Background: an optimization exercise with open tools, aiming at small area and few clock cycles. Do not read the settings as production practice.
The RTL was checked by simulation tests, not by an equivalence proof against the original design.
No activity file was given, so power comes from the tool's default toggle rates.

build 75:
==> flow/design.v (excerpt) <==
module fe (
    input  wire        clk,
    input  wire        rst,           
    input  wire        op_valid,
    output wire        op_ready,
    input  wire [31:0] op_word,
    input  wire [7:0]  op_tlen,       
    input  wire        txt_valid,
    output wire        txt_ready,
    input  wire [7:0]  txt_data,
    output reg         res_valid,
    output reg  [3:0]  res_status,
    output reg  [15:0] res_data,
    output wire [15:0] flags,
    output wire [7:0]  cursor,
    output wire [7:0]  fend,
    input  wire [7:0]  rx_count,      
    input  wire [7:0]  rx_data,       
    output wire        rx_pop,
    input  wire        rx_tmo,        
    output wire        tx_valid,
    output wire [7:0]  tx_data,
    output wire        tx_log
);
make LEC_CHECK=0 CAP_MARGIN=20 CELL_PAD_IN_SITES_DETAIL_PLACEMENT=1 CELL_PAD_IN_SITES_GLOBAL_PLACEMENT=1 CORE_MARGIN=2 CORE_UTILIZATION=60 CTS_BUF_LIST='sky130_fd_sc_hd__clkbuf_16 sky130_fd_sc_hd__clkbuf_8' CTS_CLUSTER_DIAMETER=100 CTS_CLUSTER_SIZE=26 GPL_TIMING_DRIVEN=0 PLACE_DENSITY=0.68 SLEW_MARGIN=20 SYNTH_HIERARCHICAL=1 SYNTH_MINIMUM_KEEP_SIZE=0 finish   # period 10.0 ns
run.sh (not shown) runs the stock make flow with config.mk's settings and CLKGATE_MAP_FILE= SYNTH_SCRIPT=/design/flow/synth_recipe.tcl, a recipe that flattens the netlist after the stock synthesis.
Build 75 finished all stages; layout check result: FAIL, due to setup timing.
Testbench counts of build 75, summed over its fixed seeds: cycles 87,303.
Here is what was changed in the inputs of build 10 compared with build 75.
Settings: SLEW_MARGIN changed from 20 to 5; CAP_MARGIN changed from 20 to 5; GPL_TIMING_DRIVEN removed (was 0).
==> flow/flow/run.sh (new file) <==
#!/bin/bash
# The standard layout, with every port buffered by a buf_2 rather than the
# resizer's default pick.
export BUFFER_PORTS_ARGS="-buffer_cell sky130_fd_sc_hd__buf_2"
bash standard.sh > standard_flow.log 2>&1
==> flow/standard.sh (new file) <==
#!/bin/bash
# synth_recipe.tcl (not shown) runs the flow's synth.tcl, then flattens the netlist and writes it again
# the make line also repeats each setting of config.mk as NAME=value (left out here)
make -C /OpenROAD-flow-scripts/flow DESIGN_CONFIG=/design/flow/config.mk WORK_HOME=/design/flow/orfs CLKGATE_MAP_FILE= SYNTH_SCRIPT=/design/flow/synth_recipe.tcl "${@:-finish}"
removed: flow/run.sh
[summary]
Of build 75 and build 10, only build 75 fails to finish with a clean layout. As far as die outline height goes, build 75 and build 10 are indistinguishable; the numbers are identical. In build 10 the relative area change from synthesis to final layout turned out 3.0 points lower than in build 75. The final-report setup violation count reported for build 10 is smaller than that of build 75 by 5.
Inputs modified between build 10 and build 88:
Settings: SLEW_MARGIN changed from 5 to 20; CAP_MARGIN changed from 5 to 20.
--- outcome ---
- All of build 88 and build 10 finish clean.
- Build 10 -> build 88: final standard cell count with taps included and fillers excluded flat
- Compared with build 10, in build 88 share of total power in combinational logic higher; post-route fraction of the period consumed by the critical path lower; clock transition time at the flip-flop clock pins of the worst setup and hold paths roughly the same; power dissipated in the clock network roughly the same; number of instances resized during post-cts repair roughly the same.
- Compare build 88 and build 10 | arrival time at the worst endpoint higher: build 10
- The final core utilization was comparable across build 88 and build 10.
Modified inputs, build 66 compared to build 88
==> flow/run.sh (new file) <==
#!/bin/bash
# synth_recipe.tcl (not shown) runs the flow's synth.tcl, then flattens the netlist and writes it again
# the make line also repeats each setting of config.mk as NAME=value (left out here)
make -C /OpenROAD-flow-scripts/flow DESIGN_CONFIG=/design/flow/config.mk WORK_HOME=/design/flow/orfs CLKGATE_MAP_FILE= SYNTH_SCRIPT=/design/flow/synth_recipe.tcl finish
removed: flow/flow/run.sh
removed: flow/standard.sh
## What came out
Lower post-detailed-placement half-perimeter wirelength goes to build 88 over build 66.
In the flow results for build 88 and build 66, the insertion delay of the later-clocked pin in the worst-skew pair is smaller on build 88.
On final-stage net count, build 88 and build 66 are neck and neck.
Compared with build 88, build 66 shows a lower worst hold-check slack.
## Diff of input files: build 80 against build 66
Settings: CTS_CLUSTER_SIZE: 26 -> 32; CTS_CLUSTER_DIAMETER: 100 -> 80.
==> flow/flow/run.sh (new file) <==
#!/bin/bash
# The standard layout, with every port buffered by a buf_1 rather than the
# resizer's default pick.
export BUFFER_PORTS_ARGS="-buffer_cell sky130_fd_sc_hd__buf_1"
bash standard.sh > standard_flow.log 2>&1
==> flow/standard.sh (new file) <==
#!/bin/bash
# synth_recipe.tcl (not shown) runs the flow's synth.tcl, then flattens the netlist and writes it again
# the make line also repeats each setting of config.mk as NAME=value (left out here)
make -C /OpenROAD-flow-scripts/flow DESIGN_CONFIG=/design/flow/config.mk WORK_HOME=/design/flow/orfs CLKGATE_MAP_FILE= SYNTH_SCRIPT=/design/flow/synth_recipe.tcl "${@:-finish}"
removed: flow/run.sh
Notes after the runs:
[build 80] combinational power fell about 5.4% relative to build 66. Diff build 66 -> build 80 | number of antenna violations at the first check in global routing | decrease of 7. Switching power total was lower in build 66 than in build 80. Against build 66 as the reference, build 80 delivers a lower highest ir drop seen on vdd. Diff build 66 -> build 80: power density over the cells climbed about 2.6%, total wire length dropped about 1.2%, total power draw now sits higher.
Modified inputs, build 37 compared to build 80
Settings: changing CTS_CLUSTER_SIZE from 32 to 29; changing CTS_CLUSTER_DIAMETER from 80 to 100.
==> flow/flow/run.sh <==
#!/bin/bash
# The standard layout, with every port buffered by a buf_2 rather than the
# resizer's default pick.
export BUFFER_PORTS_ARGS="-buffer_cell sky130_fd_sc_hd__buf_2"
bash standard.sh > standard_flow.log 2>&1
Findings:
Build 37 vs build 80, post-placement worst setup slack went up by 600 ps. Build 37 -> build 80: deepest level of the CTS H-tree delta 0, exact match. Comparing build 37 and build 80, the higher hold slack is on build 37. Placed cell area of build 80 is on par with build 37. ~same power attributed to sequential cells in build 37 and build 80. Compared to build 80, build 37 has final critical-path setup slack 360 ps higher.


== zinc ==
Another version of the RTL of fe (not shown whole).
Size: roughly 5600 cells after synthesis, ~140 I/O pins, roughly 0.084 mm² of cells after synthesis.
Settings: LEC_CHECK=0, CAP_MARGIN=20, CELL_PAD_IN_SITES_DETAIL_PLACEMENT=1, CELL_PAD_IN_SITES_GLOBAL_PLACEMENT=1, CORE_MARGIN=2, CORE_UTILIZATION=60, CTS_BUF_LIST=sky130_fd_sc_hd__clkbuf_16 sky130_fd_sc_hd__clkbuf_8, CTS_CLUSTER_DIAMETER=60, CTS_CLUSTER_SIZE=18, PLACE_DENSITY=0.68, SLEW_MARGIN=20, SYNTH_HIERARCHICAL=1, SYNTH_MINIMUM_KEEP_SIZE=0; clock period 10.0 ns.
Stock flow here: none of the scripts above is used.
zinc went all the way through synthesis, placement and routing and the layout is clean on timing, DRC and antenna.
Testbench counts of zinc, summed over its fixed seeds: cycles 87,303.
## Diff of input files: indigo against zinc
Settings: changing CTS_CLUSTER_SIZE from 18 to 26; changing CTS_CLUSTER_DIAMETER from 60 to 100.
| count of clock-buffer cells in the layout | indigo vs zinc | 65 lower |. When indigo is set beside zinc, its cell area turns out to be about 2% smaller. Diff zinc -> indigo: number of levels the H-tree was split into dropped 1, leakage power dropped about 3%, count of fill cells added during filler insertion climbed 0.91%, vias after detailed routing dropped 813, global-route wire length before repair dropped about 2.5%. Taking zinc as the reference point, the fmax of indigo rises by about 1.2%. Sort zinc and indigo by worst setup slack, ascending, and zinc comes first.

separate check: timing with driven ports:
The flow's constraints put no driver on any port. The routed layouts listed below were extracted and timed again, unchanged, in two steps.
Step 1 sets driving cells, clkbuf_16 on the clock port and buf_2 on the other inputs (assumed; they add their load-dependent delay and slew).
Step 2 adds t to the input delays and takes it off the output delays; t is the mean of the earliest and latest rising clock arrival at the registers after step 1. Input paths then give back, and output paths get back, about the clock's delay inside the block.
Three values: ideal ports, drivers, drivers and shift; two values: the first two.
run | t, ns | slack for setup (ns) | worst setup path after step 2 | worst data-port slew with drivers (ns) | cell pins on the clock port's net
build 75 | 0.837 | -0.151 / -0.230 / 0.234 | input to register | 0.07 | 1
build 10 | 0.842 | 0.611 / 0.531 / 1.373 | register to output | 0.09 | 1
build 88 | 0.827 | 0.762 / 0.684 / 1.511 | register to output | 0.07 | 1
build 66 | 0.842 | 0.154 / 0.077 / 0.919 | register to output | 0.06 | 1
build 80 | 0.843 | 0.604 / 0.521 / 1.215 | input to register | 0.07 | 1
build 37 | 0.823 | 0.968 / 0.886 / 1.708 | register to output | 0.11 | 1
zinc | 0.878 | 0.602 / 0.519 / 1.033 | input to register | 0.05 | 1
indigo | 0.847 | 0.718 / 0.635 / 1.098 | input to register | 0.05 | 1
